Context: an optimization exercise on an open-source flow, tuned for small area. The choices shown serve that exercise and are no tape-out recipe.
Only simulation tests tie the RTL to the original design; equivalence was not proved.

==> ember: inputs <==
==> flow/design.v (excerpt) <==
module scs_core (
    input  wire        clk,
    input  wire        rst,           
    output wire [15:0] imem_addr,
    input  wire [31:0] imem_rdata,
    input  wire        plen_we,       
    input  wire [15:0] plen_wdata,
    input  wire        start,         
    input  wire        exec_valid,    
    input  wire [31:0] exec_word,
    output wire [1:0]  state,
    output wire [3:0]  cause,
    output wire        busy,
    input  wire [4:0]  dbg_sel,
    output wire [31:0] dbg_data
);
export LEC_CHECK = 0
export ABC_AREA = 1
export CAP_MARGIN = 5
export CORE_MARGIN = 2
export CORE_UTILIZATION = 55
export PLACE_DENSITY = 0.7
export SLEW_MARGIN = 5
create_clock -name core_clock -period 13.0 [get_ports {clk}]
standard.sh (not shown) runs the stock make flow with config.mk's settings and CLKGATE_MAP_FILE= SYNTH_SCRIPT=/design/flow/synth_recipe.tcl, a recipe that flattens the netlist after the stock synthesis.
==> flow/flow/run.sh <==
#!/bin/bash
# Own layout flow: the standard synthesis, then an area-oriented re-mapping
# of the combinational logic with ABC (flip-flops are left untouched: same
# instances, names and cell types), then the standard layout steps.
# Each tool's output goes to a flow_*.log file in the work folder.
set -euo pipefail
cd "$(dirname "$0")/.."
WORK=$(pwd)
FLOW_HOME=${FLOW_HOME:-/OpenROAD-flow-scripts/flow}
YOSYS=$FLOW_HOME/../tools/install/yosys/bin/yosys
[[ -x $YOSYS ]] || YOSYS=yosys
RES=$WORK/orfs/results/sky130hd/scs_core/base

# 1. standard synthesis
bash standard.sh synth > $WORK/flow_synth.log 2>&1

# 2. re-map the combinational logic
cp $RES/1_2_yosys.v $WORK/std_1_2_yosys.v
LIB=$FLOW_HOME/platforms/sky130hd/lib/sky130_fd_sc_hd__tt_025C_1v80.lib
DU=$(grep -o 'sky130_fd_sc_hd__lpflow[a-z0-9_]*\|sky130_fd_sc_hd__probe[a-z0-9_]*' $FLOW_HOME/platforms/sky130hd/config.mk | sed 's/^/-dont_use /' | tr '\n' ' ')
cat > $WORK/remap.ys <<EOS
read_liberty -ignore_miss_func $LIB
blackbox sky130_fd_sc_hd__edfxtp_1 sky130_fd_sc_hd__dfxtp_1 sky130_fd_sc_hd__dfrtp_1 sky130_fd_sc_hd__dfstp_1 sky130_fd_sc_hd__conb_1
read_verilog $WORK/std_1_2_yosys.v
hierarchy -top scs_core
flatten
opt_clean -purge
abc -liberty $LIB $DU -script "+strash;&get -n;&fraig -x;&put;scorr;dc2;dretime;strash;&get -n;&dch -f;&nf -R 1000;&put"
opt_clean -purge
hilomap -singleton -hicell sky130_fd_sc_hd__conb_1 HI -locell sky130_fd_sc_hd__conb_1 LO
insbuf -buf sky130_fd_sc_hd__buf_4 A X
opt_clean -purge
tee -o $WORK/remap_check.txt check
tee -o $WORK/remap_stat.txt stat -liberty $LIB
write_verilog -noattr -nohex -nodec $WORK/remap_1_2_yosys.v
EOS
$YOSYS -s $WORK/remap.ys > $WORK/flow_remap.log 2>&1

# same flip-flop instances, by name and cell type, as the standard synthesis
ffs() { grep -oE '^\s*sky130_fd_sc_hd__(edfxtp|dfxtp|dfrtp|dfstp)_[0-9]+ \S+' "$1" | awk '{print $1, $2}' | sort; }
if ! diff <(ffs $WORK/std_1_2_yosys.v) <(ffs $WORK/remap_1_2_yosys.v) > $WORK/flow_ffdiff.log; then
  echo "flip-flops differ after re-mapping" >&2; exit 1
fi

cp $WORK/remap_1_2_yosys.v $RES/1_2_yosys.v
rm -f $RES/1_synth.odb $RES/1_synth.sdc

# 3. standard layout, with smaller port buffers and a clock tree built from
#    larger sink clusters without dummy loads
export BUFFER_PORTS_ARGS="-buffer_cell sky130_fd_sc_hd__buf_1"
export CTS_ARGS="-sink_clustering_enable -repair_clock_nets -dont_use_dummy_load -sink_clustering_size 25 -sink_clustering_max_diameter 100"
export REMOVE_ABC_BUFFERS=1
bash standard.sh finish > $WORK/flow_layout.log 2>&1
==> nickel (differences from ember) <==
--- a/flow/design.v
+++ b/flow/design.v
@@ -30,23 +30,23 @@
     localparam [3:0] F_NEGSHIFT   = 4'd9;
     localparam [4:0] OP_PUSH = 5'd1,  OP_POP  = 5'd2,  OP_ADD  = 5'd3,  OP_SUB  = 5'd4;
     localparam [4:0] OP_INC  = 5'd5,  OP_DEC  = 5'd6,  OP_IMUL = 5'd7,  OP_IDIV = 5'd8;
     localparam [4:0] OP_AND  = 5'd9,  OP_OR   = 5'd10, OP_XOR  = 5'd11, OP_SHL  = 5'd12;
     localparam [4:0] OP_SHR  = 5'd13, OP_CMP  = 5'd14, OP_JE   = 5'd15, OP_JMA  = 5'd16;
     localparam [4:0] OP_JNE  = 5'd17, OP_SKIP = 5'd18;
     localparam [4:0] A_SP = 5'd8, A_FL = 5'd9, A_PC = 5'd10, A_PLEN = 5'd11,
-                     A_ST = 5'd12, A_IMM = 5'd13, A_ZERO = 5'd14;
+                     A_ST = 5'd12, A_ZERO = 5'd14;
     localparam [4:0] M_IDLE = 5'd0,  M_START = 5'd1, M_INC  = 5'd2,  M_CHK  = 5'd3,
                      M_EX0  = 5'd4,  M_BIN2  = 5'd5, M_MUL1 = 5'd6,  M_MULL = 5'd7,
                      M_DIV1 = 5'd8,  M_DIV2  = 5'd9, M_DIV3 = 5'd10, M_DIV4 = 5'd11,
                      M_DIV5 = 5'd12, M_DIVL  = 5'd13, M_DIV6 = 5'd14, M_DIVS = 5'd15,
                      M_DIV7 = 5'd16, M_DIV8  = 5'd17, M_SH1  = 5'd18, M_SH2  = 5'd19,
                      M_SHL  = 5'd20, M_J2    = 5'd21, M_JS1  = 5'd22, M_JS2  = 5'd23,
                      M_JS3  = 5'd24, M_J1 = 5'd25;
-    localparam [1:0] P_RD = 2'd0, P_SH = 2'd1, P_Z = 2'd2;
+    localparam [1:0] P_RD = 2'd0, P_SH = 2'd1;
     localparam [1:0] R_SUM = 2'd0, R_AND = 2'd1, R_OR = 2'd2, R_XOR = 2'd3;
     reg [31:0] xr [0:7];      
     reg [31:0] sk [0:15];     
     reg [7:0]  xv;            
     reg [2:0]  off;
     reg [4:0]  sp;            
     reg        z, pf;
@@ -309,14 +309,15 @@
     always @(posedge clk) begin
         if (t_imm) t <= {{16{iw_in[31]}}, iw_in[31:16]};
         else if (t_ld) t <= R;
         if (u_ld) u <= R;
         else if (u_sh) u <= {u[30:0], ~s[31]};
         if (rst) begin
             xv   <= 8'd0;
+            off  <= 3'd0;
             sp   <= 5'h1f;
             z    <= 1'b0;
             pf   <= 1'b0;
             pc   <= 16'd0;
             plen <= 16'd0;
             st   <= ST_IDLE;
             cs   <= F_NONE;
--- a/flow/flow/run.sh
+++ b/flow/flow/run.sh
@@ -21,15 +21,15 @@
 cat > $WORK/remap.ys <<EOS
 read_liberty -ignore_miss_func $LIB
 blackbox sky130_fd_sc_hd__edfxtp_1 sky130_fd_sc_hd__dfxtp_1 sky130_fd_sc_hd__dfrtp_1 sky130_fd_sc_hd__dfstp_1 sky130_fd_sc_hd__conb_1
 read_verilog $WORK/std_1_2_yosys.v
 hierarchy -top scs_core
 flatten
 opt_clean -purge
-abc -liberty $LIB $DU -script "+strash;&get -n;&fraig -x;&put;scorr;dc2;dretime;strash;&get -n;&dch -f;&nf -R 1000;&put"
+abc -liberty $LIB $DU -script "+strash;&get -n;&fraig -x;&put;scorr;dc2;dretime;strash;dc2;&get -n;&dch -f;&nf -R 2000 -a;&put"
 opt_clean -purge
 hilomap -singleton -hicell sky130_fd_sc_hd__conb_1 HI -locell sky130_fd_sc_hd__conb_1 LO
 insbuf -buf sky130_fd_sc_hd__buf_4 A X
 opt_clean -purge
 tee -o $WORK/remap_check.txt check
 tee -o $WORK/remap_stat.txt stat -liberty $LIB
 write_verilog -noattr -nohex -nodec $WORK/remap_1_2_yosys.v
Settings changed: CORE_UTILIZATION 55 to 65, PLACE_DENSITY 0.7 to 0.8.
==> violet (differences from ember) <==
--- a/flow/design.v
+++ b/flow/design.v
@@ -52,71 +52,76 @@
     reg        z, pf;
     reg [15:0] pc;
     reg [15:0] plen;
     reg [1:0]  st;
     reg [3:0]  cs;
     reg [4:0]  ms;
     reg [5:0]  cnt;
-    reg [14:0] ir;            
+    reg [16:0] ir;            
     reg [31:0] t;
     reg [31:0] u;
     reg        f1, f2;
     assign imem_addr = pc;
     assign state     = st;
     assign cause     = cs;
     assign busy      = (ms != M_IDLE);
     wire [4:0] done_ms = (st == ST_IDLE) ? M_IDLE : M_INC;
-    wire [31:0] iw_in = (ms == M_CHK) ? imem_rdata : exec_word;
-    wire [4:0]  d_op  = iw_in[4:0];
-    wire [2:0]  d_fm  = iw_in[7:5];
-    wire [15:0] d_imm = iw_in[31:16];
-    wire d_binop = (d_op == OP_ADD) || (d_op == OP_SUB) || (d_op == OP_IMUL) || (d_op == OP_IDIV) ||
-                   (d_op == OP_AND) || (d_op == OP_OR)  || (d_op == OP_XOR)  || (d_op == OP_SHL)  ||
-                   (d_op == OP_SHR);
-    wire d_unop  = (d_op == OP_INC) || (d_op == OP_DEC);
-    wire d_jump  = (d_op == OP_JE)  || (d_op == OP_JMA) || (d_op == OP_JNE);
+    wire [4:0]  op    = ir[4:0];
+    wire [2:0]  fm    = ir[7:5];
+    wire [2:0]  rs1   = ir[10:8];
+    wire [2:0]  rs2   = ir[13:11];
+    wire [2:0]  rd    = ir[16:14];
+    wire [15:0] imm16 = t[15:0];      
+    wire [31:0] iw    = {t[15:0], ir[15:0]};
+    wire is_binop = (op == OP_ADD) || (op == OP_SUB) || (op == OP_IMUL) || (op == OP_IDIV) ||
+                    (op == OP_AND) || (op == OP_OR)  || (op == OP_XOR)  || (op == OP_SHL)  ||
+                    (op == OP_SHR);
+    wire is_unop  = (op == OP_INC) || (op == OP_DEC);
+    wire is_jump  = (op == OP_JE)  || (op == OP_JMA) || (op == OP_JNE);
+    wire is_shift = (op == OP_SHL) || (op == OP_SHR);
+    wire is_sub   = (op == OP_SUB) || (op == OP_CMP);
     localparam [2:0] C_EXEC = 3'd0, C_INCOMPLETE = 3'd1, C_ARITY = 3'd2, C_BADLIT = 3'd3, C_ILLEGAL = 3'd4;
     localparam [2:0] FMT_N = 3'd0, FMT_R1 = 3'd1, FMT_R2 = 3'd2, FMT_R3 = 3'd3, FMT_I = 3'd4;
     reg [2:0] cls_t;
     reg [2:0] fmt;
     always @(*) begin
         cls_t = C_ILLEGAL;
         fmt   = FMT_N;
-        if (d_fm == 3'd6 || d_fm == 3'd7) begin
+        if (fm == 3'd6 || fm == 3'd7) begin
             cls_t = C_ILLEGAL;
-        end else if (d_op == OP_PUSH || d_jump) begin
-            case (d_fm)
+        end else if (op == OP_PUSH || is_jump) begin
+            case (fm)
                 3'd0: cls_t = C_EXEC;
                 3'd1: begin cls_t = C_EXEC; fmt = FMT_I; end
                 3'd5: cls_t = C_BADLIT;
                 default: cls_t = C_ARITY;
             endcase
-        end else if (d_op == OP_POP || d_op == OP_SKIP) begin
-            case (d_fm)
+        end else if (op == OP_POP || op == OP_SKIP) begin
+            case (fm)
                 3'd0: cls_t = C_EXEC;
                 3'd5: cls_t = C_ILLEGAL;
                 default: cls_t = C_ARITY;
             endcase
-        end else if (d_binop) begin
-            case (d_fm)
+        end else if (is_binop) begin
+            case (fm)
                 3'd0: cls_t = C_EXEC;
                 3'd1, 3'd2: cls_t = C_INCOMPLETE;
                 3'd3: begin cls_t = C_EXEC; fmt = FMT_R3; end
                 3'd4: cls_t = C_ARITY;
                 default: cls_t = C_ILLEGAL;
             endcase
-        end else if (d_unop) begin
-            case (d_fm)
+        end else if (is_unop) begin
+            case (fm)
                 3'd0: cls_t = C_EXEC;
                 3'd1: begin cls_t = C_EXEC; fmt = FMT_R1; end
                 3'd5: cls_t = C_ILLEGAL;
                 default: cls_t = C_ARITY;
             endcase
-        end else if (d_op == OP_CMP) begin
-            case (d_fm)
+        end else if (op == OP_CMP) begin
+            case (fm)
                 3'd0: cls_t = C_EXEC;
                 3'd1: cls_t = C_INCOMPLETE;
                 3'd2: begin cls_t = C_EXEC; fmt = FMT_R2; end
                 3'd5: cls_t = C_ILLEGAL;
                 default: cls_t = C_ARITY;
             endcase
         end
@@ -127,56 +132,43 @@
             FMT_R1:  mbz = 32'hFFFFF800;
             FMT_R2:  mbz = 32'hFFFFC000;
             FMT_R3:  mbz = 32'hFFFE0000;
             FMT_I:   mbz = 32'h0000FF00;
             default: mbz = 32'hFFFFFF00;
         endcase
     end
-    wire [2:0] cls = (cls_t == C_ILLEGAL)                          ? C_ILLEGAL :
-                     ((iw_in & mbz) != 32'd0)                      ? C_ILLEGAL :
-                     (fmt == FMT_I && d_jump && d_imm == 16'd0)    ? C_ILLEGAL :
+    wire [2:0] cls = (cls_t == C_ILLEGAL)                        ? C_ILLEGAL :
+                     ((iw & mbz) != 32'd0)                       ? C_ILLEGAL :
+                     (fmt == FMT_I && is_jump && imm16 == 16'd0) ? C_ILLEGAL :
                      cls_t;
-    wire d_sf   = (d_fm == 3'd0);           
+    wire sf     = (fm == 3'd0);             
     wire sp_emp = sp[4];                    
     wire sp_lt2 = sp[4] | (sp == 5'd0);     
     wire sp_ful = (sp == 5'd15);            
     reg [3:0] dfault;
     always @(*) begin
         dfault = F_NONE;
         case (cls)
             C_ILLEGAL:    dfault = F_ILLEGAL;
             C_INCOMPLETE: dfault = F_INCOMPLETE;
             C_ARITY:      dfault = F_ARITY;
             C_BADLIT:     dfault = F_INVALID;
             default: begin
-                if (d_op == OP_PUSH) begin
+                if (op == OP_PUSH) begin
                     if (sp_ful) dfault = F_OVERFLOW;
-                end else if (d_op == OP_POP) begin
+                end else if (op == OP_POP) begin
                     if (sp_emp) dfault = F_UNDERFLOW;
-                end else if (d_binop || d_op == OP_CMP) begin
-                    if (d_sf && sp_lt2) dfault = F_UNDERFLOW;
-                end else if (d_unop || d_jump) begin
-                    if (d_sf && sp_emp) dfault = F_UNDERFLOW;
+                end else if (is_binop || op == OP_CMP) begin
+                    if (sf && sp_lt2) dfault = F_UNDERFLOW;
+                end else if (is_unop || is_jump) begin
+                    if (sf && sp_emp) dfault = F_UNDERFLOW;
                 end
             end
         endcase
     end
-    wire [14:0] ir_in = {iw_in[16:8], d_sf, d_op};
-    wire [4:0]  op    = ir[4:0];
-    wire        sf    = ir[5];
-    wire [2:0]  rs1   = ir[8:6];
-    wire [2:0]  rs2   = ir[11:9];
-    wire [2:0]  rd    = ir[14:12];
-    wire is_binop = (op == OP_ADD) || (op == OP_SUB) || (op == OP_IMUL) || (op == OP_IDIV) ||
-                    (op == OP_AND) || (op == OP_OR)  || (op == OP_XOR)  || (op == OP_SHL)  ||
-                    (op == OP_SHR);
-    wire is_unop  = (op == OP_INC) || (op == OP_DEC);
-    wire is_jump  = (op == OP_JE)  || (op == OP_JMA) || (op == OP_JNE);
-    wire is_shift = (op == OP_SHL) || (op == OP_SHR);
-    wire is_sub   = (op == OP_SUB) || (op == OP_CMP);
     wire jcond = (op == OP_JE) ? z : ~z;
     wire [3:0] spm1 = sp[3:0] - 4'd1;
     wire [3:0] spp1 = sp[3:0] + 4'd1;
     wire [4:0] a_addr = sf ? {1'b1, spm1}    : {2'b00, rs1};    
     wire [4:0] b_addr = sf ? {1'b1, sp[3:0]} : {2'b00, rs2};    
     wire [4:0] d_addr = sf ? {1'b1, spm1}    : {2'b00, rd};     
     wire [4:0] u_addr = sf ? {1'b1, sp[3:0]} : {2'b00, rs1};    
@@ -210,42 +202,43 @@
     wire        mh = (rsel != R_AND);
     wire        mg = (rsel == R_AND) || (rsel == R_OR);
     wire [31:0] R  = (rsel == R_SUM) ? s[31:0] :
                      (((P ^ Q) & {32{mh}}) | (P & Q & {32{mg}}));
     reg       we;
     reg [4:0] wa;
     reg       t_ld, u_ld, u_sh;
+    wire [31:0] iw_in = (ms == M_CHK) ? imem_rdata : exec_word;
     wire        t_imm = (ms == M_CHK) || (ms == M_IDLE && exec_valid);
     always @(*) begin
         fra = 5'd0; pm = P_RD; pbit_en = 1'b0; qen = 1'b0; qinv = 1'b0; cin = 1'b0;
         rsel = R_SUM; we = 1'b0; wa = 5'd0; t_ld = 1'b0; u_ld = 1'b0; u_sh = 1'b0;
         case (ms)
             M_START: begin fra = A_PC; t_ld = 1'b1; end
             M_INC:   begin fra = A_PC; cin = 1'b1; we = 1'b1; wa = A_PC; end
             M_CHK:   begin fra = A_PLEN; qen = 1'b1; qinv = 1'b1; cin = 1'b1; end
             M_EX0: begin
                 if (op == OP_PUSH) begin
                     fra = sf ? 5'd0 : A_ZERO; qen = ~sf;
-                    we = 1'b1; wa = {1'b1, spp1};
+                    we = (dfault == F_NONE); wa = {1'b1, spp1};
                 end else if (op == OP_POP) begin
                     fra = {1'b1, sp[3:0]};
-                    we = 1'b1; wa = 5'd7;
+                    we = (dfault == F_NONE); wa = 5'd7;
                 end else if (is_unop) begin
                     fra = u_addr; qinv = (op == OP_DEC); cin = (op == OP_INC);
-                    we = 1'b1; wa = u_addr;
+                    we = (dfault == F_NONE); wa = u_addr;
                 end else if (op == OP_IDIV) begin
                     fra = a_addr; t_ld = 1'b1;
                 end else if (is_binop || op == OP_CMP) begin
                     fra = b_addr; t_ld = 1'b1;
                 end else if (is_jump) begin
                     if (sf) begin
                         fra = A_PC; t_ld = 1'b1;
                     end else begin
                         fra = A_ZERO; qen = 1'b1;
-                        we = jcond; wa = A_PC;
+                        we = (dfault == F_NONE) && jcond; wa = A_PC;
                     end
                 end
             end
             M_BIN2: begin
                 fra = a_addr; qen = 1'b1; qinv = is_sub; cin = is_sub;
                 case (op)
                     OP_AND:  rsel = R_AND;
@@ -280,15 +273,15 @@
                 we = 1'b1; wa = d_addr;
             end
             M_SH1: begin
                 fra = a_addr;
                 if (op == OP_SHL) begin we = 1'b1; wa = d_addr; end
                 else u_ld = 1'b1;
             end
-            M_SH2: begin fra = A_ZERO; qinv = u[31]; we = 1'b1; wa = d_addr; u_sh = 1'b1; end
+            M_SH2: begin fra = A_ZERO; qinv = u[31]; we = 1'b1; wa = d_addr; end
             M_SHL: begin
                 fra = d_addr; pm = P_SH; pbit_en = (op == OP_SHR);
                 we = (cnt != 6'd0); wa = d_addr; u_sh = 1'b1;
             end
             M_J1, M_J2:  begin fra = A_PC; qinv = 1'b1; we = 1'b1; wa = A_PC; end
             M_JS1: begin fra = {1'b1, sp[3:0]}; qen = 1'b1; t_ld = 1'b1; end
             M_JS2: begin fra = A_PLEN; qen = 1'b1; qinv = 1'b1; cin = 1'b1; end
@@ -299,17 +292,16 @@
     wire       we_x  = we && (wa[4:3] == 2'b00);
     wire       we_s  = we && wa[4];
     wire [2:0] wslot = wa[2:0] + off;
     always @(posedge clk) begin
         if (we_s) sk[wa[3:0]] <= R;
         if (we_x) xr[wslot] <= R;
     end
-    wire       sh_big = (rdata[30:5] != 26'd0);
-    wire [5:0] sh_n   = (op == OP_SHL) ? (sh_big ? 6'd32 : {1'b0, rdata[4:0]})
-                                       : (sh_big ? 6'd0  : {1'b0, ~rdata[4:0]});
+    wire [5:0] sh_k = (rdata[30:5] != 26'd0) ? 6'd32 : {1'b0, rdata[4:0]};
+    wire [5:0] sh_n = (op == OP_SHL) ? sh_k : (6'd32 - sh_k);
     always @(posedge clk) begin
         if (t_imm) t <= {{16{iw_in[31]}}, iw_in[31:16]};
         else if (t_ld) t <= R;
         if (u_ld) u <= R;
         else if (u_sh) u <= {u[30:0], ~s[31]};
         if (rst) begin
             xv   <= 8'd0;
@@ -329,38 +321,34 @@
                     if (st == ST_IDLE) begin
                         if (plen_we) begin
                             plen <= plen_wdata;
                         end else if (start) begin
                             st <= ST_RUNNING;
                             ms <= M_START;
                         end else if (exec_valid) begin
-                            if (dfault != F_NONE) begin
-                                st <= ST_FAULTED; cs <= dfault;
-                            end else begin
-                                ir <= ir_in;
-                                ms <= M_EX0;
-                            end
+                            ir  <= exec_word[16:0];
+                            ms  <= M_EX0;
                         end
                     end
                 end
                 M_START: ms <= M_CHK;
                 M_INC:   ms <= M_START;
                 M_CHK: begin
                     if (!cout || zero) begin
                         st <= ST_HALTED;
                         ms <= M_IDLE;
-                    end else if (dfault != F_NONE) begin
-                        st <= ST_FAULTED; cs <= dfault; ms <= M_IDLE;
                     end else begin
-                        ir <= ir_in;
+                        ir <= imem_rdata[16:0];
                         ms <= M_EX0;
                     end
                 end
                 M_EX0: begin
-                    if (op == OP_PUSH) begin
+                    if (dfault != F_NONE) begin
+                        st <= ST_FAULTED; cs <= dfault; ms <= M_IDLE;
+                    end else if (op == OP_PUSH) begin
                         sp <= sp + 5'd1;
                         if (sf) begin
                             off     <= off + 3'd1;
                             xv[off] <= 1'b0;
                         end
                         ms <= done_ms;
                     end else if (op == OP_POP) begin
--- a/flow/flow/run.sh
+++ b/flow/flow/run.sh
@@ -44,10 +44,9 @@
 
 cp $WORK/remap_1_2_yosys.v $RES/1_2_yosys.v
 rm -f $RES/1_synth.odb $RES/1_synth.sdc
 
 # 3. standard layout, with smaller port buffers and a clock tree built from
 #    larger sink clusters without dummy loads
 export BUFFER_PORTS_ARGS="-buffer_cell sky130_fd_sc_hd__buf_1"
-export CTS_ARGS="-sink_clustering_enable -repair_clock_nets -dont_use_dummy_load -sink_clustering_size 25 -sink_clustering_max_diameter 100"
-export REMOVE_ABC_BUFFERS=1
+export CTS_ARGS="-sink_clustering_enable -repair_clock_nets -dont_use_dummy_load -sink_clustering_size 20 -sink_clustering_max_diameter 100"
 bash standard.sh finish > $WORK/flow_layout.log 2>&1
Settings changed: CAP_MARGIN 5 to 20, SLEW_MARGIN 5 to 20.
==> run notes <==
metric	nickel	ember	violet
Fraction of area in registers	63.48%	63.28%	63.14%
Maximum fanout along the worst path	7	30	31
Net count reported at finish	3255	3283	3296
Core Box Area	57920 µm²	69790 µm²	69660 µm²
Routed wire length on met2	59.27 mm	60.11 mm	60.49 mm
Count of flip-flops and latches	916	916	918
Grt met3 use	11.50%	5.051%	6.995%
Pin count of the biggest net entering global routing	58	53	61
Initial core utilization	66.08%	55.39%	55.30%
Clock network contribution to total cell area	2.599%	2.705%	3.103%
Fraction of layout cells with a size suffix above 1	8.758%	6.769%	7.397%
Instance count after placement with tap cells included	3884	4085	4088
DIE HEIGHT	246.7 µm	269.1 µm	268.7 µm
Cts bufs inserted	44	46	53
Run status	complete, no violations	complete, no violations	complete, no violations
End of the worst register-to-register path	cs[2]	cs[1]	cs[1]
RD Place Congestion	1.003	0.9811	0.9985
Crit. path cell count	59	51	53
Utilization of the core after routing	73.16%	60.97%	61.35%

## port drivers added, routing unchanged
In the flow no input, the clock included, has a driving cell. The finished layouts below were timed again as built, in two steps.
Step 1 assumes that a clkbuf_16 drives the clock port and a buf_2 every other input.
Step 2 adds t to the input delays and takes it off the output delays; t is the mean of the earliest and latest rising clock arrival at the registers after step 1. Input paths then give back, and output paths get back, about the clock's delay inside the block.
Slacks: ideal ports / drivers / drivers and shift; pairs: ideal ports / drivers.
run	t (ns)	slack for setup (ns)	worst register clock-pin slew, ns	cell pins on the clock port's net
ember	0.645	0.771 / 0.815 / 0.170	0.10 / 0.10	1
nickel	0.666	0.762 / 0.805 / 0.138	0.11 / 0.11	1
violet	0.680	0.967 / 0.967 / 0.484	0.09 / 0.09	1
After both steps every run listed still meets setup and hold. For nickel, which loses most, drivers alone change the setup slack by +0.043 ns; drivers and shift together by -0.624 ns.
